Context: an optimization exercise on an open-source flow, tuned for small area, a short achievable clock period and few clock cycles. The choices shown serve that exercise and are no tape-out recipe. Only simulation tests tie the RTL to the original design; equivalence was not proved. Power figures rest on the tool's default switching activity, not on a simulated workload.

[flow/run.sh]
#!/bin/bash
# synth_recipe.tcl (not shown) runs the flow's synth.tcl, then flattens the netlist and writes it again
# the make line also repeats each setting of config.mk as NAME=value (left out here)
make -C /OpenROAD-flow-scripts/flow DESIGN_CONFIG=/design/flow/config.mk WORK_HOME=/design/flow/orfs CLKGATE_MAP_FILE= SYNTH_SCRIPT=/design/flow/synth_recipe.tcl finish
[flow/config.mk]
export PLATFORM = sky130hd
export DESIGN_NAME = x16rp_rle
export DESIGN_NICKNAME = x16rp_rle
export VERILOG_FILES = /design/flow/design.v
export SDC_FILE = /design/flow/constraint.sdc
export NUM_CORES = 4
export LEC_CHECK = 0
export CAP_MARGIN = 20
export CORE_MARGIN = 2
export CORE_UTILIZATION = 40
export PLACE_DENSITY = 0.6
export SLEW_MARGIN = 20
[flow/constraint.sdc]
create_clock -name core_clock -period 12.0 [get_ports {clk}]
set_input_delay 2.4000 -clock core_clock [delete_from_list [all_inputs] [get_ports {clk}]]
set_output_delay 2.4000 -clock core_clock [all_outputs]
set_load 0.01 [all_outputs]
[flow/design.v]
module x16rp_rle (
    input  wire        clk,
    input  wire        rst,
    input  wire        reg_we,
    input  wire [5:0]  reg_addr,
    input  wire [31:0] reg_wdata,
    output reg  [31:0] reg_rdata,
    output reg         mem_req,
    output reg         mem_we,
    output reg  [15:0] mem_addr,
    output reg  [7:0]  mem_wdata,
    input  wire        mem_ready,
    input  wire [7:0]  mem_rdata,
    output wire        irq
);
    localparam [32:0] MEM_SIZE = 33'd65536;
    localparam [5:0] A_IDENT = 6'h00, A_CTRL = 6'h01, A_CMD = 6'h02, A_STATUS = 6'h03,
                     A_SRC_BASE = 6'h04, A_SRC_LEN = 6'h05, A_DST_BASE = 6'h06,
                     A_DST_CAP = 6'h07, A_IDX_BASE = 6'h08, A_IDX_CAP = 6'h09,
                     A_PAL_BASE = 6'h0A, A_PAL_COUNT = 6'h0B, A_MAGIC = 6'h0C,
                     A_IN_COUNT = 6'h0D, A_OUT_COUNT = 6'h0E, A_IDX_COUNT = 6'h0F,
                     A_TILE_COUNT = 6'h10, A_ERR_INFO = 6'h11;
    localparam [1:0] OP_LIN = 2'd1, OP_TILE = 2'd2, OP_RLE = 2'd3;
    localparam [3:0] E_CMD = 4'd1, E_WINDOW = 4'd2, E_LEN = 4'd3, E_GEOM = 4'd4,
                     E_DSTOVF = 4'd6, E_IDXOVF = 4'd7, E_ABORT = 4'd8;
    localparam [4:0] S_IDLE     = 5'd0,
                     S_GEOM     = 5'd1,
                     S_PRE      = 5'd2,
                     S_FETCH    = 5'd3,
                     S_RDATA    = 5'd4,
                     S_IDXW     = 5'd5,
                     S_PIX      = 5'd6,
                     S_WR       = 5'd7,
                     S_FINAL    = 5'd8,
                     S_HDR      = 5'd9,
                     S_PAL_RD   = 5'd10,
                     S_PAL_RDAT = 5'd11,
                     S_PAL_W0   = 5'd12,
                     S_PAL_W1   = 5'd13,
                     S_RLE_RD   = 5'd14,
                     S_RLE_DATA = 5'd15,
                     S_EMIT0    = 5'd16,
                     S_EMIT1    = 5'd17;
    reg [31:0] ctrl;
    reg [31:0] src_base, src_len, dst_base, dst_cap;
    reg [31:0] idx_base, idx_cap, pal_base, pal_count, magic;
    reg        st_done, st_err, st_rej, st_padded;
    reg [3:0]  st_errcode;
    reg [31:0] in_cnt, out_cnt, idx_cnt, tile_cnt, err_info;
    reg [1:0]  lop;
    reg [31:0] l_ctrl;
    reg [31:0] l_src_base, l_src_len, l_dst_base, l_dst_cap;
    reg [31:0] l_idx_base, l_idx_cap, l_pal_base, l_pal_count, l_magic;
    reg        abort_req;
    reg [4:0]  state;
    wire       busy = (state != S_IDLE);
    wire [1:0] bin_sel  = l_ctrl[1:0];
    wire [1:0] bout_sel = l_ctrl[3:2];
    wire       tw_sel   = l_ctrl[4];
    wire       th_sel   = l_ctrl[5];
    wire       idx_en   = l_ctrl[6];
    wire       pad_mode = l_ctrl[7];
    wire       hdr_en   = l_ctrl[8];
    wire       pal_en   = l_ctrl[9];
    wire [5:0] mapw_m1  = l_ctrl[21:16];
    wire [3:0] bin      = 4'd1 << bin_sel;
    wire [3:0] bout     = 4'd1 << bout_sel;
    wire [3:0] p_in     = 4'd8 >> bin_sel;
    wire [3:0] p_out    = 4'd8 >> bout_sel;
    wire [7:0] mask_out = (8'd1 << bout) - 8'd1;
    wire [7:0] mask_in  = (8'd1 << bin) - 8'd1;
    wire [3:0] tileb_sh  = 4'd3 + {3'd0, tw_sel} + {3'd0, th_sel} + {2'd0, bin_sel};
    wire [3:0] tileob_sh = 4'd3 + {3'd0, tw_sel} + {3'd0, th_sel} + {2'd0, bout_sel};
    wire [2:0] twb_sh    = {2'd0, tw_sel} + {1'd0, bin_sel};
    wire [3:0] th_m1     = th_sel ? 4'd15 : 4'd7;
    wire [3:0] twb_m1    = (4'd1 << twb_sh) - 4'd1;
    reg [7:0]  in_sr;
    reg [3:0]  in_left;
    reg [7:0]  acc;
    reg [3:0]  acc_n;
    reg [5:0]  t_col;        
    reg [3:0]  t_line;       
    reg [3:0]  t_xb;         
    reg [31:0] t_rowbase;    
    reg [16:0] g_rem;
    reg [5:0]  g_cnt;
    reg [2:0]  hdr_i;
    reg [31:0] pal_i;
    reg [31:0] pal_ptr;
    reg [1:0]  pal_k;
    reg [7:0]  pal_r, pal_g, pal_b;
    reg        run_active;
    reg [3:0]  run_color;
    reg [7:0]  run_rep;
    reg [3:0]  next_color;
    reg        flushing;
    function [7:0] rol8;
        input [7:0] x;
        input [3:0] s;
        begin
            case (s)
                4'd1:    rol8 = {x[6:0], x[7]};
                4'd2:    rol8 = {x[5:0], x[7:6]};
                4'd4:    rol8 = {x[3:0], x[7:4]};
                default: rol8 = x;
            endcase
        end
    endfunction
    function [3:0] q4;
        input [7:0] n;
        reg [11:0] t;
        begin
            t  = {4'd0, n} * 12'd15 + 12'd135;
            q4 = t[11:8];
        end
    endfunction
    wire        w_idx_act = (lop == OP_TILE) && idx_en;
    wire        w_pal_act = (lop == OP_RLE) && pal_en;
    wire [33:0] pal_len   = {2'd0, l_pal_count} + {1'd0, l_pal_count, 1'b0};
    wire [34:0] src_end = {3'd0, l_src_base} + {3'd0, l_src_len};
    wire [34:0] dst_end = {3'd0, l_dst_base} + {3'd0, l_dst_cap};
    wire [34:0] idx_end = {3'd0, l_idx_base} + {3'd0, l_idx_cap};
    wire [34:0] pal_end = {3'd0, l_pal_base} + {1'd0, pal_len};
    wire src_oob = src_end > {2'd0, MEM_SIZE};
    wire dst_oob = dst_end > {2'd0, MEM_SIZE};
    wire idx_oob = w_idx_act && (idx_end > {2'd0, MEM_SIZE});
    wire pal_oob = w_pal_act && (pal_end > {2'd0, MEM_SIZE});
    wire src_nz = (l_src_len != 32'd0);
    wire dst_nz = (l_dst_cap != 32'd0);
    wire idx_nz = (l_idx_cap != 32'd0);
    wire pal_nz = (pal_len != 34'd0);
    wire ov_src_dst = src_nz && dst_nz &&
                      ({3'd0, l_src_base} < dst_end) && ({3'd0, l_dst_base} < src_end);
    wire ov_src_idx = w_idx_act && src_nz && idx_nz &&
                      ({3'd0, l_src_base} < idx_end) && ({3'd0, l_idx_base} < src_end);
    wire ov_dst_idx = w_idx_act && dst_nz && idx_nz &&
                      ({3'd0, l_dst_base} < idx_end) && ({3'd0, l_idx_base} < dst_end);
    wire ov_dst_pal = w_pal_act && dst_nz && pal_nz &&
                      ({3'd0, l_dst_base} < pal_end) && ({3'd0, l_pal_base} < dst_end);
    wire [2:0] p_low   = l_src_len[2:0] << (2'd3 - bin_sel);
    wire [2:0] len_rem = p_low & (p_out[2:0] - 3'd1);
    wire [16:0] geom_div = ({11'd0, mapw_m1} + 17'd1) << tileb_sh;
    wire [31:0] tile_off = t_rowbase
                         + (({28'd0, t_line} * ({26'd0, mapw_m1} + 32'd1)) << twb_sh)
                         + ({26'd0, t_col} << twb_sh)
                         + {28'd0, t_xb};
    wire [31:0] src_off  = (lop == OP_LIN) ? in_cnt : tile_off;
    wire        tile_first = (t_line == 4'd0) && (t_xb == 4'd0);
    wire [7:0]  sr_rot   = rol8(in_sr, bin);
    wire [7:0]  pix      = sr_rot & mask_in;
    wire [7:0]  acc_next = rol8(acc, bout) | (pix & mask_out);
    wire [3:0]  pad_sh   = (p_out - acc_n) << bout_sel;
    wire [7:0]  acc_pad  = acc << pad_sh;
    wire [15:0] tileob_mask = (16'd1 << tileob_sh) - 16'd1;
    wire [31:0] out_cnt_inc = out_cnt + 32'd1;
    wire [15:0] pal_word = {4'd0, q4(pal_r), q4(pal_g), q4(pal_b)};
    wire [7:0]  emit_b0  = (run_rep < 8'd15) ? {run_rep[3:0], run_color} : {4'hF, run_color};
    wire [7:0]  emit_b1  = run_rep - 8'd15;
    wire dst_full = (out_cnt == l_dst_cap);
    wire idx_full = (idx_cnt == l_idx_cap);
    always @(*) begin
        mem_req   = 1'b0;
        mem_we    = 1'b0;
        mem_addr  = 16'd0;
        mem_wdata = 8'd0;
        if (!abort_req) begin
            case (state)
                S_FETCH: if (in_cnt != l_src_len) begin
                    mem_req  = 1'b1;
                    mem_addr = l_src_base[15:0] + src_off[15:0];
                end
                S_IDXW: if (!idx_full) begin
                    mem_req   = 1'b1;
                    mem_we    = 1'b1;
                    mem_addr  = l_idx_base[15:0] + idx_cnt[15:0];
                    mem_wdata = {4'd0, in_sr[7:4]};
                end
                S_WR: if (!dst_full) begin
                    mem_req   = 1'b1;
                    mem_we    = 1'b1;
                    mem_addr  = l_dst_base[15:0] + out_cnt[15:0];
                    mem_wdata = acc;
                end
                S_FINAL: if (acc_n != 4'd0 && !dst_full) begin
                    mem_req   = 1'b1;
                    mem_we    = 1'b1;
                    mem_addr  = l_dst_base[15:0] + out_cnt[15:0];
                    mem_wdata = acc_pad;
                end
                S_HDR: if (!dst_full) begin
                    mem_req   = 1'b1;
                    mem_we    = 1'b1;
                    mem_addr  = l_dst_base[15:0] + out_cnt[15:0];
                    mem_wdata = l_magic[8*hdr_i[1:0] +: 8];
                end
                S_PAL_RD: begin
                    mem_req  = 1'b1;
                    mem_addr = pal_ptr[15:0];
                end
                S_PAL_W0: if (!dst_full) begin
                    mem_req   = 1'b1;
                    mem_we    = 1'b1;
                    mem_addr  = l_dst_base[15:0] + out_cnt[15:0];
                    mem_wdata = pal_word[7:0];
                end
                S_PAL_W1: if (!dst_full) begin
                    mem_req   = 1'b1;
                    mem_we    = 1'b1;
                    mem_addr  = l_dst_base[15:0] + out_cnt[15:0];
                    mem_wdata = pal_word[15:8];
                end
                S_RLE_RD: if (in_cnt != l_src_len) begin
                    mem_req  = 1'b1;
                    mem_addr = l_src_base[15:0] + in_cnt[15:0];
                end
                S_EMIT0: if (!dst_full) begin
                    mem_req   = 1'b1;
                    mem_we    = 1'b1;
                    mem_addr  = l_dst_base[15:0] + out_cnt[15:0];
                    mem_wdata = emit_b0;
                end
                S_EMIT1: if (!dst_full) begin
                    mem_req   = 1'b1;
                    mem_we    = 1'b1;
                    mem_addr  = l_dst_base[15:0] + out_cnt[15:0];
                    mem_wdata = emit_b1;
                end
                default: ;
            endcase
        end
    end
    wire mem_go = mem_req && mem_ready;
    always @(*) begin
        case (reg_addr)
            A_IDENT:      reg_rdata = 32'h0000_0001;
            A_CTRL:       reg_rdata = ctrl;
            A_STATUS:     reg_rdata = {23'd0, st_padded, st_errcode, st_rej, st_err, st_done, busy};
            A_SRC_BASE:   reg_rdata = src_base;
            A_SRC_LEN:    reg_rdata = src_len;
            A_DST_BASE:   reg_rdata = dst_base;
            A_DST_CAP:    reg_rdata = dst_cap;
            A_IDX_BASE:   reg_rdata = idx_base;
            A_IDX_CAP:    reg_rdata = idx_cap;
            A_PAL_BASE:   reg_rdata = pal_base;
            A_PAL_COUNT:  reg_rdata = pal_count;
            A_MAGIC:      reg_rdata = magic;
            A_IN_COUNT:   reg_rdata = in_cnt;
            A_OUT_COUNT:  reg_rdata = out_cnt;
            A_IDX_COUNT:  reg_rdata = idx_cnt;
            A_TILE_COUNT: reg_rdata = tile_cnt;
            A_ERR_INFO:   reg_rdata = err_info;
            default:      reg_rdata = 32'd0;
        endcase
    end
    assign irq = ctrl[10] & (st_done | st_err);
    wire cmd_wr = reg_we && (reg_addr == A_CMD);
    task finish_ok;
        begin
            state     <= S_IDLE;
            abort_req <= 1'b0;
            st_done   <= 1'b1;
            st_errcode <= 4'd0;
        end
    endtask
    task finish_err;
        input [3:0]  code;
        input [31:0] info;
        begin
            state      <= S_IDLE;
            abort_req  <= 1'b0;
            st_err     <= 1'b1;
            st_errcode <= code;
            err_info   <= info;
        end
    endtask
    always @(posedge clk) begin
        if (rst) begin
            ctrl <= 32'd0;
            src_base <= 32'd0; src_len <= 32'd0; dst_base <= 32'd0; dst_cap <= 32'd0;
            idx_base <= 32'd0; idx_cap <= 32'd0; pal_base <= 32'd0; pal_count <= 32'd0;
            magic <= 32'd0;
            st_done <= 1'b0; st_err <= 1'b0; st_rej <= 1'b0; st_padded <= 1'b0;
            st_errcode <= 4'd0;
            in_cnt <= 32'd0; out_cnt <= 32'd0; idx_cnt <= 32'd0; tile_cnt <= 32'd0;
            err_info <= 32'd0;
            lop <= 2'd0;
            l_ctrl <= 32'd0;
            l_src_base <= 32'd0; l_src_len <= 32'd0; l_dst_base <= 32'd0; l_dst_cap <= 32'd0;
            l_idx_base <= 32'd0; l_idx_cap <= 32'd0; l_pal_base <= 32'd0; l_pal_count <= 32'd0;
            l_magic <= 32'd0;
            abort_req <= 1'b0;
            state <= S_IDLE;
            in_sr <= 8'd0; in_left <= 4'd0; acc <= 8'd0; acc_n <= 4'd0;
            t_col <= 6'd0; t_line <= 4'd0; t_xb <= 4'd0; t_rowbase <= 32'd0;
            g_rem <= 17'd0; g_cnt <= 6'd0;
            hdr_i <= 3'd0; pal_i <= 32'd0; pal_ptr <= 32'd0; pal_k <= 2'd0;
            pal_r <= 8'd0; pal_g <= 8'd0; pal_b <= 8'd0;
            run_active <= 1'b0; run_color <= 4'd0; run_rep <= 8'd0;
            next_color <= 4'd0; flushing <= 1'b0;
        end else begin
            if (reg_we) begin
                case (reg_addr)
                    A_CTRL:      ctrl      <= reg_wdata & 32'h003F_07FF;
                    A_SRC_BASE:  src_base  <= reg_wdata;
                    A_SRC_LEN:   src_len   <= reg_wdata;
                    A_DST_BASE:  dst_base  <= reg_wdata;
                    A_DST_CAP:   dst_cap   <= reg_wdata;
                    A_IDX_BASE:  idx_base  <= reg_wdata;
                    A_IDX_CAP:   idx_cap   <= reg_wdata;
                    A_PAL_BASE:  pal_base  <= reg_wdata;
                    A_PAL_COUNT: pal_count <= reg_wdata;
                    A_MAGIC:     magic     <= reg_wdata;
                    A_STATUS: begin
                        if (reg_wdata[1]) st_done <= 1'b0;
                        if (reg_wdata[2]) st_err  <= 1'b0;
                        if (reg_wdata[3]) st_rej  <= 1'b0;
                    end
                    default: ;
                endcase
            end
            if (cmd_wr) begin
                if (!busy) begin
                    if (reg_wdata == 32'd1 || reg_wdata == 32'd2 || reg_wdata == 32'd3) begin
                        st_done <= 1'b0; st_err <= 1'b0; st_errcode <= 4'd0; st_padded <= 1'b0;
                        err_info <= 32'd0;
                        in_cnt <= 32'd0; out_cnt <= 32'd0; idx_cnt <= 32'd0; tile_cnt <= 32'd0;
                        lop <= reg_wdata[1:0];
                        l_ctrl <= ctrl;
                        l_src_base <= src_base; l_src_len <= src_len;
                        l_dst_base <= dst_base; l_dst_cap <= dst_cap;
                        l_idx_base <= idx_base; l_idx_cap <= idx_cap;
                        l_pal_base <= pal_base; l_pal_count <= pal_count;
                        l_magic <= magic;
                        abort_req <= 1'b0;
                        in_sr <= 8'd0; in_left <= 4'd0; acc <= 8'd0; acc_n <= 4'd0;
                        t_col <= 6'd0; t_line <= 4'd0; t_xb <= 4'd0; t_rowbase <= 32'd0;
                        g_rem <= 17'd0; g_cnt <= 6'd0;
                        hdr_i <= 3'd0; pal_i <= 32'd0; pal_ptr <= pal_base; pal_k <= 2'd0;
                        run_active <= 1'b0; run_color <= 4'd0; run_rep <= 8'd0;
                        flushing <= 1'b0;
                        state <= (reg_wdata[1:0] == OP_TILE) ? S_GEOM : S_PRE;
                    end else if (reg_wdata != 32'd0 && reg_wdata != 32'd8) begin
                        st_done <= 1'b0; st_padded <= 1'b0;
                        in_cnt <= 32'd0; out_cnt <= 32'd0; idx_cnt <= 32'd0; tile_cnt <= 32'd0;
                        st_err <= 1'b1; st_errcode <= E_CMD; err_info <= reg_wdata;
                    end
                end else begin
                    if (reg_wdata == 32'd8)
                        abort_req <= 1'b1;
                    else if (reg_wdata != 32'd0)
                        st_rej <= 1'b1;
                end
            end
            if (busy && abort_req) begin
                finish_err(E_ABORT, 32'd0);
            end else begin
                case (state)
                    S_GEOM: begin
                        if (g_cnt == 6'd32) begin
                            state <= S_PRE;
                        end else begin
                            if ({g_rem[15:0], l_src_len[31 - g_cnt[4:0]]} >= geom_div)
                                g_rem <= {g_rem[15:0], l_src_len[31 - g_cnt[4:0]]} - geom_div;
                            else
                                g_rem <= {g_rem[15:0], l_src_len[31 - g_cnt[4:0]]};
                            g_cnt <= g_cnt + 6'd1;
                        end
                    end
                    S_PRE: begin
                        if (src_oob)
                            finish_err(E_WINDOW, 32'h1);
                        else if (dst_oob)
                            finish_err(E_WINDOW, 32'h2);
                        else if (idx_oob)
                            finish_err(E_WINDOW, 32'h3);
                        else if (pal_oob)
                            finish_err(E_WINDOW, 32'h4);
                        else if (ov_src_dst)
                            finish_err(E_WINDOW, 32'h21);
                        else if (ov_src_idx)
                            finish_err(E_WINDOW, 32'h31);
                        else if (ov_dst_idx)
                            finish_err(E_WINDOW, 32'h32);
                        else if (ov_dst_pal)
                            finish_err(E_WINDOW, 32'h42);
                        else if (lop == OP_LIN && len_rem != 3'd0 && !pad_mode)
                            finish_err(E_LEN, {29'd0, len_rem});
                        else if (lop == OP_TILE && g_rem != 17'd0)
                            finish_err(E_GEOM, {15'd0, g_rem});
                        else if (lop == OP_RLE)
                            state <= hdr_en ? S_HDR :
                                     (pal_en && l_pal_count != 32'd0) ? S_PAL_RD : S_RLE_RD;
                        else
                            state <= S_FETCH;
                    end
                    S_FETCH: begin
                        if (in_cnt == l_src_len) begin
                            state <= S_FINAL;
                        end else if (mem_go) begin
                            in_cnt <= in_cnt + 32'd1;
                            state  <= S_RDATA;
                        end
                    end
                    S_RDATA: begin
                        in_sr   <= mem_rdata;
                        in_left <= p_in;
                        if (lop == OP_TILE && tile_first && idx_en)
                            state <= S_IDXW;
                        else
                            state <= S_PIX;
                        if (lop == OP_TILE) begin
                            if (t_xb == twb_m1) begin
                                t_xb <= 4'd0;
                                if (t_line == th_m1) begin
                                    t_line <= 4'd0;
                                    if (t_col == mapw_m1) begin
                                        t_col     <= 6'd0;
                                        t_rowbase <= t_rowbase + {15'd0, geom_div};
                                    end else begin
                                        t_col <= t_col + 6'd1;
                                    end
                                end else begin
                                    t_line <= t_line + 4'd1;
                                end
                            end else begin
                                t_xb <= t_xb + 4'd1;
                            end
                        end
                    end
                    S_IDXW: begin
                        if (idx_full)
                            finish_err(E_IDXOVF, idx_cnt);
                        else if (mem_go) begin
                            idx_cnt <= idx_cnt + 32'd1;
                            state   <= S_PIX;
                        end
                    end
                    S_PIX: begin
                        in_sr   <= sr_rot;
                        in_left <= in_left - 4'd1;
                        acc     <= acc_next;
                        acc_n   <= acc_n + 4'd1;
                        if (acc_n + 4'd1 == p_out)
                            state <= S_WR;
                        else if (in_left == 4'd1)
                            state <= S_FETCH;
                    end
                    S_WR: begin
                        if (dst_full)
                            finish_err(E_DSTOVF, out_cnt);
                        else if (mem_go) begin
                            out_cnt <= out_cnt_inc;
                            acc     <= 8'd0;
                            acc_n   <= 4'd0;
                            if (lop == OP_TILE && (out_cnt_inc[15:0] & tileob_mask) == 16'd0)
                                tile_cnt <= tile_cnt + 32'd1;
                            state <= (in_left == 4'd0) ? S_FETCH : S_PIX;
                        end
                    end
                    S_FINAL: begin
                        if (acc_n == 4'd0)
                            finish_ok();
                        else if (dst_full)
                            finish_err(E_DSTOVF, out_cnt);
                        else if (mem_go) begin
                            out_cnt   <= out_cnt_inc;
                            acc       <= 8'd0;
                            acc_n     <= 4'd0;
                            st_padded <= 1'b1;
                            finish_ok();
                        end
                    end
                    S_HDR: begin
                        if (dst_full)
                            finish_err(E_DSTOVF, out_cnt);
                        else if (mem_go) begin
                            out_cnt <= out_cnt_inc;
                            hdr_i   <= hdr_i + 3'd1;
                            if (hdr_i == 3'd3)
                                state <= (pal_en && l_pal_count != 32'd0) ? S_PAL_RD : S_RLE_RD;
                        end
                    end
                    S_PAL_RD: begin
                        if (mem_go) begin
                            pal_ptr <= pal_ptr + 32'd1;
                            state   <= S_PAL_RDAT;
                        end
                    end
                    S_PAL_RDAT: begin
                        case (pal_k)
                            2'd0:    pal_r <= mem_rdata;
                            2'd1:    pal_g <= mem_rdata;
                            default: pal_b <= mem_rdata;
                        endcase
                        if (pal_k == 2'd2) begin
                            pal_k <= 2'd0;
                            state <= S_PAL_W0;
                        end else begin
                            pal_k <= pal_k + 2'd1;
                            state <= S_PAL_RD;
                        end
                    end
                    S_PAL_W0: begin
                        if (dst_full)
                            finish_err(E_DSTOVF, out_cnt);
                        else if (mem_go) begin
                            out_cnt <= out_cnt_inc;
                            state   <= S_PAL_W1;
                        end
                    end
                    S_PAL_W1: begin
                        if (dst_full)
                            finish_err(E_DSTOVF, out_cnt);
                        else if (mem_go) begin
                            out_cnt <= out_cnt_inc;
                            pal_i   <= pal_i + 32'd1;
                            state   <= (pal_i + 32'd1 == l_pal_count) ? S_RLE_RD : S_PAL_RD;
                        end
                    end
                    S_RLE_RD: begin
                        if (in_cnt == l_src_len) begin
                            if (run_active) begin
                                flushing <= 1'b1;
                                state    <= S_EMIT0;
                            end else begin
                                finish_ok();
                            end
                        end else if (mem_go) begin
                            in_cnt <= in_cnt + 32'd1;
                            state  <= S_RLE_DATA;
                        end
                    end
                    S_RLE_DATA: begin
                        if (!run_active) begin
                            run_active <= 1'b1;
                            run_color  <= mem_rdata[3:0];
                            run_rep    <= 8'd0;
                            state      <= S_RLE_RD;
                        end else if (mem_rdata[3:0] == run_color && run_rep != 8'd255) begin
                            run_rep <= run_rep + 8'd1;
                            state   <= S_RLE_RD;
                        end else begin
                            next_color <= mem_rdata[3:0];
                            state      <= S_EMIT0;
                        end
                    end
                    S_EMIT0: begin
                        if (dst_full)
                            finish_err(E_DSTOVF, out_cnt);
                        else if (mem_go) begin
                            out_cnt <= out_cnt_inc;
                            if (run_rep >= 8'd15)
                                state <= S_EMIT1;
                            else if (flushing) begin
                                run_active <= 1'b0;
                                finish_ok();
                            end else begin
                                run_color <= next_color;
                                run_rep   <= 8'd0;
                                state     <= S_RLE_RD;
                            end
                        end
                    end
                    S_EMIT1: begin
                        if (dst_full)
                            finish_err(E_DSTOVF, out_cnt);
                        else if (mem_go) begin
                            out_cnt <= out_cnt_inc;
                            if (flushing) begin
                                run_active <= 1'b0;
                                finish_ok();
                            end else begin
                                run_color <= next_color;
                                run_rep   <= 8'd0;
                                state     <= S_RLE_RD;
                            end
                        end
                    end
                    default: ;
                endcase
            end
        end
    end
endmodule
==> flow_summary.json <==
{
  "hpwl_mm": 298,
  "clock_path_buffers": 3,
  "grt_pass1_wl_mm": 539,
  "synth_nets": 10300,
  "p_sw_share_pct": 27.5,
  "syn_area_sq_um": 72200,
  "cts_tree": "yes",
  "remaining_drc_errors": 0,
  "cts-buffers-inserted": 114,
  "grt_pass1_vias": 70300,
  "synth_edf_count": 0,
  "clkSlewWorstSetupHoldPaths_ns": 0.06,
  "yosys.area.top_type": "dfxtp_1",
  "ys_top_cells_by_count": "nand2_1, a21oi_1, dfxtp_1",
  "cts_sinks": 957,
  "crit_fanout": 6,
  "dr_wl_met3_mm": 49.6,
  "synth_warnings": 1,
  "fp.dieW_um": 429,
  "clk_latency_ns": 0.86,
  "synthMuxAreaShare_pct": 3.53,
  "critPathLaunchType": "flip-flop",
  "dr.max_layer_used": "met5",
  "p_clk_share_pct": 49.8,
  "synth_compound_area_share_pct": 24.0,
  "ys_ff_latch": 957,
  "syn_avg_cell_area_sq_um": 7.57,
  "p_leak_uw": 0.0320,
  "fmax_ghz": 0.0860,
  "row_count": 155,
  "ys_types": 103,
  "synthXorXnorAreaFrac_pct": 5.13,
  "grt_start_max_net_pins": 137,
  "setup_violations": 0,
  "power_frac_seq_pct": 43.0,
  "initial_core_util_pct": 40.4,
  "fill_cells": 18100,
  "p_comb_share_pct": 7.2,
  "cp-end-kind": "primary output",
  "place_inst": 11700,
  "synth.area.top_cells": "dfxtp_1, ha_1, nand2_1",
  "syn_to_final_growth_pct": 11.4,
  "utilization_pct": 44.9,
  "ys.flop_type": "dfxtp_1",
  "internal_power_uw": 5430,
  "final_nets": 10200,
  "antenna_found_initial": 33,
  "worst-endpoint-arrival_ns": 9.22,
  "yosysMostFrequentCell": "nand2_1",
  "slew-limit-headroom_pct": 16.4,
  "chipHeight_um": 429,
  "fin_skew_ns": 0.128,
  "routed-wl-met2_mm": 157,
  "finalWorstSetupSlack_ns": 0.377,
  "drt-wirelength-per-cell_um": 33.0,
  "criticalPathCategory": "flip-flop to primary output",
  "hold_viol": 0,
  "pin_count": 109,
  "place_congestion": 1.10,
  "drtIter0Drc": 12100,
  "worstSetupStartpoint": "l_ctrl[17]",
  "grt_use_total_pct": 40.8,
  "die_area_sq_um": 184000,
  "fin_crit_ns": 11.62,
  "hold_path.class": "flip-flop to flip-flop",
  "synth-simple-area-share_pct": 22.7,
  "critPathRequiredTime_ns": 9.60,
  "clock-root-buffer": "clkbuf_16",
  "crit_slowest_cell": "fa_1",
  "wirelength_mm": 393,
  "synthCells": 9528,
  "wl_met1_mm": 152,
  "cts-htree-levels": 3,
  "numPortBuffers": 108,
  "synth_top_area_share_pct": 26.6,
  "vias": 78300,
  "maxCapViolCount": 0,
  "dp_slack_ns": 0.718,
  "vias_per_cell": 6.57,
  "drive_gt1_share_pct": 6.98,
  "final_cell_count_no_fill": 11900,
  "synth_fa_ha_area_share_pct": 13.7,
  "synth-async-reset-ratio_pct": 0,
  "p_per_area_nw_per_um2": 93.2,
  "min_from": "l_magic[20]",
  "cts_setup_buffers": 0,
  "core-area_sq_um": 179000,
  "synth_top_family_by_area": "compound AO/OA/AOI/OAI gates",
  "dr.pass1.iters": 9,
  "netSwitchingPower_uw": 2060,
  "r2r_start": "l_pal_count[0]",
  "finalCritPeriodShare_pct": 96.9,
  "tightest_slew_ns": 1.25,
  "status": "finished clean",
  "power.total_uw": 7490,
  "overflow": 0,
  "peakVddDrop_uv": 137,
  "ant_nets": 0,
  "drv_slew": 0,
  "cp_slowest_stage_delay_ns": 0.61,
  "seq_area_frac_synth_pct": 26.6
}
==> cell usage in the layout (no fill, tap or decap), drive strengths merged, types with 57 or more instances in the layout <==
master / netlist / layout
xor2: 173 / 173
a21oi: 1210 / 1210
inv: 270 / 272
nor3: 148 / 148
a22o: 57 / 57
a211oi: 69 / 69
clkbuf: 523 / 164
o21ai: 444 / 444
mux2i: 124 / 124
buf: 44 / 255
a22oi: 123 / 123
xnor2: 250 / 250
nor4: 94 / 94
fa: 77 / 77
dfxtp: 957 / 957
a221oi: 84 / 84
nand2b: 64 / 64
ha: 664 / 664
nand3: 256 / 256
and3: 154 / 154
or3: 85 / 85
nand4: 122 / 122
clkdlybuf4s50: 0 / 107
nor2b: 58 / 58
a31oi: 69 / 69
o211ai: 66 / 66
nand2: 1778 / 1778
nor2: 580 / 580
a21o: 199 / 199
==> through the flow <==
step                      setup TNS (ns)  cell area (sq um)  hold WS, ns
final                                  0              80400        0.452
after detailed placement               0              76300        0.445
after floorplan                        0              72200        0.432
after global routing            -0.00716              80300        0.467
after global placement                 0              76200        0.440
after CTS                              0              80200        0.453
==> final timing paths <==
path                                      to  depth (start not counted)  slack [ns]
worst max register to register  err_info[22]                         29        3.08
worst max-delay path            mem_addr[15]                         32        0.38
worst min-delay path             l_magic[20]                          2        0.45
worst min register to register   l_magic[20]                          2        0.45
==> layer usage <==
metal	track usage (%)	vias up
li1	-	34200
met2	57.5	5030
met1	52.2	37800
met3	13.1	1216
met5	0	-
met4	28.6	16
==> critical path: cells and delay by family, from the launching register on <==
kind,cells,cell delay (ns)
flops,1,0.42
compound gates,13,2.50
simple gates,7,1.20
fa+ha+maj,8,3.20
buf+inv,2,0.55
xor+xnor,2,0.53
==> layout make-up <==
class	instances	area (sq um)	share of cell area [%]
clock inverters	40	637	0.792
clock buffers	163	3290	4.09
multi-input cells	7732	50200	62.5
inverters	272	1020	1.27
diodes	28	70.1	0.0872
flip-flops and latches	957	19200	23.8
well taps	2355	2950	3.67
repair buffers	363	3040	3.78
==> cells by family after synthesis <==
kind of cell | Yosys count
AOI/OAI and AO/OA | 2771
xor gates and xnor gates | 423
adders and majority gates | 742
buffers and inverters | 839
DFF | 957
muxes | 209
and+or+nand+nor | 3587
==> power groups by stage <==
stage / logic (uW) / clock network, uW / registers [uW]
floorplan: 280 / 0 / 3270
global placement: 496 / 0 / 3290
detailed placement: 497 / 0 / 3290
CTS: 499 / 3740 / 3220
global route: 538 / 3860 / 3220
finish: 537 / 3730 / 3220
==> what timing repair did <==
item                                    4_1_cts  5_1_grt
gates cloned                                  0        0
pin swaps                                     0        1
hold buffers                                  0        0
resized for setup                             2       14
endpoints found under the setup margin        1        3
Testbench counts, summed over its fixed seeds: cycles 388,628.

afterwards: timing with drivers on the ports:
The results above use ideal ports. As a check the final layout listed here was re-extracted and re-timed, cells and wires unchanged.
Step 1 (the two cells are an assumption about what drives the block):
set clk [get_ports {clk}]
set_driving_cell -lib_cell sky130_fd_sc_hd__clkbuf_16 $clk
set_driving_cell -lib_cell sky130_fd_sc_hd__buf_2 [delete_from_list [all_inputs] $clk]
Step 2 also shifts input and output timing later by t, the mid clock arrival at the registers, as if the neighbouring blocks saw the same clock.
Three values: ideal, step 1, step 2; two values: the first two.
t (ns): 0.895
setup slack, ns: 0.377 / 0.279 / 1.174
worst slew at a driven data input, ns: 0.06
After both steps this run still meets setup and hold. For this run, drivers alone change the setup slack by -0.098 ns; drivers and shift together by +0.797 ns.
